From an optimization exercise on the open Yosys and OpenROAD flow, aimed at small area, a short achievable clock period and few clock cycles per item; shortcuts taken in it are not production practice. Function was checked by simulation only, so behaviour that the tests miss may differ from the original.

==> inputs of run C <==
// mr_tester
module mr_tester (
    input  wire        clk,
    input  wire        rst,
    input  wire        start,
    input  wire [63:0] n_in,
    output reg         ready,
    output reg         done,
    output reg         prime,
    output reg         bad,
    output reg  [63:0] pw
);
Settings: LEC_CHECK=0, CAP_MARGIN=20, CORE_MARGIN=2, CORE_UTILIZATION=70, SETUP_SLACK_MARGIN=5, SLEW_MARGIN=20, TNS_END_PERCENT=5; clock period 10.0 ns.
run.sh (not shown) runs the stock make flow with config.mk's settings and CLKGATE_MAP_FILE= SYNTH_SCRIPT=/design/flow/synth_recipe.tcl, a recipe that flattens the netlist after the stock synthesis.
==> run H (differences from run C) <==
--- a/flow/design.v
+++ b/flow/design.v
@@ -903,19 +903,18 @@
             c  <= co;
             xl <= xlo;
             yl <= ylo;
         end else begin
             xl <= {W{1'b0}};
             yl <= {(W-1){1'b0}};
-            if (dbl_now) begin
-                s <= {dres, 1'b0};
-                c <= {2'b11, ~n};
-            end else if ((st_chk2 || st_abs || st_dbl) && !go) begin
-                s <= {b, 1'b0};
+            if (st_chk) begin
+                s <= {1'b0, r0, 1'b0};
                 c <= {2'b11, ~n};
-            end else begin
+            end else if (dbl_now) begin
+                s <= {dres, 1'b0};
+            end else if (!((st_chk2 || st_abs || st_dbl) && !go)) begin
                 s <= 66'd0;
                 c <= 66'd0;
             end
         end
         e1r <= e1c;
         nb  <= nbit;
CORE_UTILIZATION = 60   (was 70)
==> run R (differences from run C) <==
--- a/flow/design.v
+++ b/flow/design.v
@@ -903,19 +903,18 @@
             c  <= co;
             xl <= xlo;
             yl <= ylo;
         end else begin
             xl <= {W{1'b0}};
             yl <= {(W-1){1'b0}};
-            if (dbl_now) begin
-                s <= {dres, 1'b0};
-                c <= {2'b11, ~n};
-            end else if ((st_chk2 || st_abs || st_dbl) && !go) begin
-                s <= {b, 1'b0};
+            if (st_chk) begin
+                s <= {1'b0, r0, 1'b0};
                 c <= {2'b11, ~n};
-            end else begin
+            end else if (dbl_now) begin
+                s <= {dres, 1'b0};
+            end else if (!((st_chk2 || st_abs || st_dbl) && !go)) begin
                 s <= 66'd0;
                 c <= 66'd0;
             end
         end
         e1r <= e1c;
         nb  <= nbit;
==> flow/flow/run.sh (new file) <==
#!/bin/bash
set -euo pipefail
bash standard.sh SETUP_SLACK_MARGIN=6.5 TNS_END_PERCENT=5 finish > make_finish.log 2>&1
==> flow/standard.sh (new file) <==
#!/bin/bash
# synth_recipe.tcl (not shown) runs the flow's synth.tcl, then flattens the netlist and writes it again
# the make line also repeats each setting of config.mk as NAME=value (left out here)
make -C /OpenROAD-flow-scripts/flow DESIGN_CONFIG=/design/flow/config.mk WORK_HOME=/design/flow/orfs CLKGATE_MAP_FILE= SYNTH_SCRIPT=/design/flow/synth_recipe.tcl "${@:-finish}"
CORE_UTILIZATION = 50   (was 70)
SETUP_SLACK_MARGIN = unset   (was 5)
TNS_END_PERCENT = unset   (was 5)
removed: flow/run.sh
==> run notes <==
met3 routed wirelength=20300 microns; Most Frequent Cell on Critical Path=xnor2_1; row count=94; status=timing/DRC/antenna clean; crit path DAT=6160 ps
-- figures above: run C

==> run notes <==
row count=112; status=timing/DRC/antenna clean; Initial Utilization=50.6%; Most Frequent Cell on Critical Path=fa_1; Layout Nets=5945; f_max=184 MHz; met3 routed wirelength=21500 microns
-- figures above: run R

==> run notes <==
Most Frequent Cell on Critical Path=nor3_1; crit path DAT=5770 ps; final setup fails=0; status=timing/DRC/antenna clean; row count=102
-- figures above: run H

Testbench counts of run C, summed over its fixed seeds: cycles 147,300, tests 192.
Testbench counts of run H, summed over its fixed seeds: cycles 147,300, tests 192.
Testbench counts of run R, summed over its fixed seeds: cycles 147,300, tests 192.

---

==> run a: inputs <==
mr_tester, a different RTL version from the one above (not shown whole).
==> flow/config.mk <==
export PLATFORM = sky130hd
export DESIGN_NAME = mr_tester
export DESIGN_NICKNAME = mr_tester
export VERILOG_FILES = /design/flow/design.v
export SDC_FILE = /design/flow/constraint.sdc
export NUM_CORES = 4
export LEC_CHECK = 0
export CAP_MARGIN = 20
export CORE_MARGIN = 2
export CORE_UTILIZATION = 60
export SETUP_SLACK_MARGIN = 5
export SLEW_MARGIN = 20
export TNS_END_PERCENT = 5
==> flow/constraint.sdc <==
create_clock -name core_clock -period 10.0 [get_ports {clk}]
set_input_delay 2.0000 -clock core_clock [delete_from_list [all_inputs] [get_ports {clk}]]
set_output_delay 2.0000 -clock core_clock [all_outputs]
set_load 0.01 [all_outputs]
Stock flow here: none of the scripts above is used.
==> run b (differences from run a) <==
--- a/flow/design.v
+++ b/flow/design.v
@@ -44,147 +44,18 @@
     wire [3:0] up = ux ^ uy;
     wire uc0 = (lcy);
     wire uc1 = (ug[0]) | (lcy & up[0]);
     wire uc2 = (ug[0] & up[1]) | (ug[1]) | (lcy & up[0] & up[1]);
     wire uc3 = (ug[0] & up[1] & up[2]) | (ug[1] & up[2]) | (ug[2]) | (lcy & up[0] & up[1] & up[2]);
     wire [3:0] u = up ^ {uc3, uc2, uc1, uc0};
-    reg [3:0] qt;
-    always @* begin
-        case ({np[3:1], u})
-        7'd0: qt = 4'd0;
-        7'd1: qt = 4'd1;
-        7'd2: qt = 4'd2;
-        7'd3: qt = 4'd3;
-        7'd4: qt = 4'd4;
-        7'd5: qt = 4'd5;
-        7'd6: qt = 4'd6;
-        7'd7: qt = 4'd7;
-        7'd8: qt = 4'd8;
-        7'd9: qt = 4'd9;
-        7'd10: qt = 4'd10;
-        7'd11: qt = 4'd11;
-        7'd12: qt = 4'd12;
-        7'd13: qt = 4'd13;
-        7'd14: qt = 4'd14;
-        7'd15: qt = 4'd15;
-        7'd16: qt = 4'd0;
-        7'd17: qt = 4'd3;
-        7'd18: qt = 4'd6;
-        7'd19: qt = 4'd9;
-        7'd20: qt = 4'd12;
-        7'd21: qt = 4'd15;
-        7'd22: qt = 4'd2;
-        7'd23: qt = 4'd5;
-        7'd24: qt = 4'd8;
-        7'd25: qt = 4'd11;
-        7'd26: qt = 4'd14;
-        7'd27: qt = 4'd1;
-        7'd28: qt = 4'd4;
-        7'd29: qt = 4'd7;
-        7'd30: qt = 4'd10;
-        7'd31: qt = 4'd13;
-        7'd32: qt = 4'd0;
-        7'd33: qt = 4'd5;
-        7'd34: qt = 4'd10;
-        7'd35: qt = 4'd15;
-        7'd36: qt = 4'd4;
-        7'd37: qt = 4'd9;
-        7'd38: qt = 4'd14;
-        7'd39: qt = 4'd3;
-        7'd40: qt = 4'd8;
-        7'd41: qt = 4'd13;
-        7'd42: qt = 4'd2;
-        7'd43: qt = 4'd7;
-        7'd44: qt = 4'd12;
-        7'd45: qt = 4'd1;
-        7'd46: qt = 4'd6;
-        7'd47: qt = 4'd11;
-        7'd48: qt = 4'd0;
-        7'd49: qt = 4'd7;
-        7'd50: qt = 4'd14;
-        7'd51: qt = 4'd5;
-        7'd52: qt = 4'd12;
-        7'd53: qt = 4'd3;
-        7'd54: qt = 4'd10;
-        7'd55: qt = 4'd1;
-        7'd56: qt = 4'd8;
-        7'd57: qt = 4'd15;
-        7'd58: qt = 4'd6;
-        7'd59: qt = 4'd13;
-        7'd60: qt = 4'd4;
-        7'd61: qt = 4'd11;
-        7'd62: qt = 4'd2;
-        7'd63: qt = 4'd9;
-        7'd64: qt = 4'd0;
-        7'd65: qt = 4'd9;
-        7'd66: qt = 4'd2;
-        7'd67: qt = 4'd11;
-        7'd68: qt = 4'd4;
-        7'd69: qt = 4'd13;
-        7'd70: qt = 4'd6;
-        7'd71: qt = 4'd15;
-        7'd72: qt = 4'd8;
-        7'd73: qt = 4'd1;
-        7'd74: qt = 4'd10;
-        7'd75: qt = 4'd3;
-        7'd76: qt = 4'd12;
-        7'd77: qt = 4'd5;
-        7'd78: qt = 4'd14;
-        7'd79: qt = 4'd7;
-        7'd80: qt = 4'd0;
-        7'd81: qt = 4'd11;
-        7'd82: qt = 4'd6;
-        7'd83: qt = 4'd1;
-        7'd84: qt = 4'd12;
-        7'd85: qt = 4'd7;
-        7'd86: qt = 4'd2;
-        7'd87: qt = 4'd13;
-        7'd88: qt = 4'd8;
-        7'd89: qt = 4'd3;
-        7'd90: qt = 4'd14;
-        7'd91: qt = 4'd9;
-        7'd92: qt = 4'd4;
-        7'd93: qt = 4'd15;
-        7'd94: qt = 4'd10;
-        7'd95: qt = 4'd5;
-        7'd96: qt = 4'd0;
-        7'd97: qt = 4'd13;
-        7'd98: qt = 4'd10;
-        7'd99: qt = 4'd7;
-        7'd100: qt = 4'd4;
-        7'd101: qt = 4'd1;
-        7'd102: qt = 4'd14;
-        7'd103: qt = 4'd11;
-        7'd104: qt = 4'd8;
-        7'd105: qt = 4'd5;
-        7'd106: qt = 4'd2;
-        7'd107: qt = 4'd15;
-        7'd108: qt = 4'd12;
-        7'd109: qt = 4'd9;
-        7'd110: qt = 4'd6;
-        7'd111: qt = 4'd3;
-        7'd112: qt = 4'd0;
-        7'd113: qt = 4'd15;
-        7'd114: qt = 4'd14;
-        7'd115: qt = 4'd13;
-        7'd116: qt = 4'd12;
-        7'd117: qt = 4'd11;
-        7'd118: qt = 4'd10;
-        7'd119: qt = 4'd9;
-        7'd120: qt = 4'd8;
-        7'd121: qt = 4'd7;
-        7'd122: qt = 4'd6;
-        7'd123: qt = 4'd5;
-        7'd124: qt = 4'd4;
-        7'd125: qt = 4'd3;
-        7'd126: qt = 4'd2;
-        7'd127: qt = 4'd1;
-        default: qt = 4'd0;
-        endcase
-    end
-    assign qn = qt;
+    wire m1 = np[1] & u[0];
+    wire c2 = u[1] & m1;
+    wire t20 = u[2], t21 = np[1] & u[1], t22 = np[2] & u[0];
+    wire e2 = (t20 & t21) ^ (t20 & t22) ^ (t20 & c2) ^ (t21 & t22) ^ (t21 & c2) ^ (t22 & c2);
+    assign qn = {u[3] ^ (np[1] & u[2]) ^ (np[2] & u[1]) ^ (np[3] & u[0]) ^ e2,
+                 t20 ^ t21 ^ t22 ^ c2, u[1] ^ m1, u[0]};
     wire [69:0] r_s = {4'd0, s};
     wire [69:0] r_c = {4'd0, c};
     wire [69:0] r_p0 = ({5'd0, b} & {70{d[0]}}) << 0;
     wire [69:0] r_p1 = ({5'd0, b} & {70{d[1]}}) << 1 | {69'd0, cy};
     wire [69:0] r_p2 = ({5'd0, b} & {70{d[2]}}) << 2;
     wire [69:0] r_p3 = ({5'd0, b} & {70{d[3]}}) << 3;
--- a/flow/config.mk
+++ b/flow/config.mk
@@ -7,7 +7,6 @@
 export LEC_CHECK = 0
 export CAP_MARGIN = 20
 export CORE_MARGIN = 2
 export CORE_UTILIZATION = 60
 export SETUP_SLACK_MARGIN = 5
 export SLEW_MARGIN = 20
-export TNS_END_PERCENT = 5
==> run c (differences from run a) <==
--- a/flow/design.v
+++ b/flow/design.v
@@ -1320,13 +1320,12 @@
     reg [65:0]   c;
     reg [W-1:0]  xl;
     reg [W-1:1]  yl;
     reg          cyr;        
     reg [W-1:0]  dg;         
     reg [W-1:0]  dn;         
-    reg [W-1:0]  dn2;        
     reg [W-1:0]  qg;         
     reg [W2-1:0] db;         
     reg [W-1:0]  dbn;        
     reg [W-1:0]  np;         
     reg [7:0]    e1r;        
     reg [7:0]    emr;        
@@ -1385,27 +1384,25 @@
     wire go      = dbl_end || st_fin;
     wire ld_cpa  = st_fin && (op == OP_LAD || op == OP_SQ2);
     wire go_conv = (dbl_end && rem == 7'd0) ||
                    (st_fin && op == OP_LAD && rem == 7'd0) ||
                    (st_fin && op == OP_SQ2);
     wire go_dbl  = !go_conv && nb && (dbl_end || (st_fin && op == OP_LAD));
-    wire [3*W-1:0] lo = s[3*W-1:0] + c[3*W-1:0] + {{(3*W-1){1'b0}}, cyr};
-    wire [3*W-1:0] bn3 = ld_cpa ? lo : b[3*W-1:0];
-    wire [W2-1:0] bn = bn3[W2-1:0];
-    wire [W-1:0]  d2 = go_conv ? {W{1'b0}} : go_dbl ? bn3[3*W-2:W2-1] : bn3[3*W-1:W2];
+    wire [W2-1:0] lo = s[W2-1:0] + c[W2-1:0] + {{(W2-1){1'b0}}, cyr};
+    wire [W2-1:0] bn = ld_cpa ? lo : b[W2-1:0];
     wire [W-1:0]  d0, d1, dbn0, q0;
     wire [W2-1:0] db0;
     mont_start u_ms (
         .bn(bn), .conv(go_conv), .dbl(go_dbl), .np(np),
         .d0(d0), .d1(d1), .db0(db0), .dbn0(dbn0), .q0(q0)
     );
     wire [BX-1:0] bx = {{(BX-66){1'b0}}, b, 1'b0};
     wire [W:0]    win = bx[dix * W +: W + 1];
     wire [W-1:0]  dfetch = conv ? {W{1'b0}} : (dmode ? win[W-1:0] : win[W:1]);
     wire [W2-1:0] dbnext = dn * b[W2-1:0];
-    wire [W-1:0]  dbnn = dn2 * b[W-1:0];
+    wire [W-1:0]  dbnn = dfetch * b[W-1:0];
     wire [65:0]  so, co;
     wire [W-1:0] xlo, qn;
     wire [W-1:1] ylo;
     mont_mul u_mm (
         .s(s), .c(c), .xl(xl), .yl(yl), .b(b), .n(n),
         .d(dg), .q(qg), .db(db), .dbn(dbn), .np(np),
@@ -1449,20 +1446,18 @@
         e1r <= e1c;
         nb  <= nbit;
         emr <= emc;
         if (go) begin
             dg <= d0;
             dn <= d1;
-            dn2 <= d2;
             db  <= db0;
             dbn <= dbn0;
             qg  <= q0;
         end else begin
             dg <= dn;
-            dn <= dn2;
-            dn2 <= dfetch;
+            dn <= dfetch;
             db  <= dbnext;
             dbn <= dbnn;
             qg  <= qn;
         end
     end
     always @(posedge clk) begin
@@ -1473,13 +1468,13 @@
             dm    <= 1'b0;
             chk   <= 1'b0;
         end else begin
             done <= 1'b0;
             if (go) begin
                 it    <= len - 6'd1;
-                dix   <= 5'd3;
+                dix   <= 5'd2;
                 conv  <= go_conv;
                 dmode <= go_dbl;
             end else begin
                 it  <= it - 6'd1;
                 dix <= dix + 5'd1;
             end
==> comparison table <==
Result of the run: run c timing/DRC/antenna clean; run a timing/DRC/antenna clean; run b timing/DRC/antenna clean
Via count of the first global-routing pass: run c 38,710; run a 39,290; run b 40,040
Die Outline Area: run c 80,020 µm²; run a 80,890 µm²; run b 81,480 µm²
Slew Limit Headroom: run c 19.52%; run a 25.01%; run b 23.74%
Warnings from Yosys: run c 3; run a 3; run b 2
Worst hold path stage count: run c 0; run a 2; run b 2
Nets in the synthesized netlist: run c 5,885; run a 5,892; run b 5,897
Via density: run c 6.305; run a 6.311; run b 6.431
Post-route met1 wirelength: run c 62,200 µm; run a 62,080 µm; run b 63,990 µm
Placement Rows: run c 102; run a 102; run b 103
Data arrival time of the critical path: run c 5980 ps; run a 5680 ps; run b 5500 ps
Simple-Gate Fraction of Synth Area: run c 17.15%; run a 16.79%; run b 17.14%
Largest stage delay on the critical path: run c 510 ps; run a 580 ps; run b 510 ps
Testbench counts of run a, summed over its fixed seeds: cycles 147,300, tests 192.
Testbench counts of run b, summed over its fixed seeds: cycles 147,300, tests 192.
Testbench counts of run c, summed over its fixed seeds: cycles 147,300, tests 192.

-- static timing again, ports no longer ideal --
In the flow no input, the clock included, has a driving cell. The finished layouts below were timed again as built, in two steps. Step 1 sets driving cells, clkbuf_16 on the clock port and buf_2 on the other inputs (assumed; they add their load-dependent delay and slew). Step 2 moves the port delays by t, midway between the first and last clock arrival at a register: inputs arrive t later, outputs are due t later. That takes back most of the time a late clock gives input paths. Slacks: ideal ports / drivers / drivers and shift; pairs: ideal ports / drivers.
run | t (ns) | setup slack, ns | worst hold slack (ns) | latest minus earliest clock arrival (ns) | worst slew at a driven data input, ns
run C of note 1 | 0.704 | 4.329 / 4.329 / 4.329 | 0.461 / 0.461 / 0.461 | 0.027 / 0.028 | 0.05
run H of note 1 | 0.722 | 4.605 / 4.605 / 4.605 | 0.516 / 0.516 / 0.516 | 0.035 / 0.035 | 0.04
run R of note 1 | 0.758 | 4.576 / 4.576 / 4.576 | 0.483 / 0.483 / 0.483 | 0.039 / 0.039 | 0.04
run a of note 2 | 0.716 | 4.812 / 4.812 / 4.812 | 0.467 / 0.467 / 0.467 | 0.037 / 0.037 | 0.04
run b of note 2 | 0.718 | 4.994 / 4.994 / 4.994 | 0.519 / 0.519 / 0.519 | 0.036 / 0.035 | 0.05
run c of note 2 | 0.716 | 4.572 / 4.572 / 4.572 | 0.445 / 0.445 / 0.445 | 0.043 / 0.043 | 0.08
After both steps every run listed still meets setup and hold.
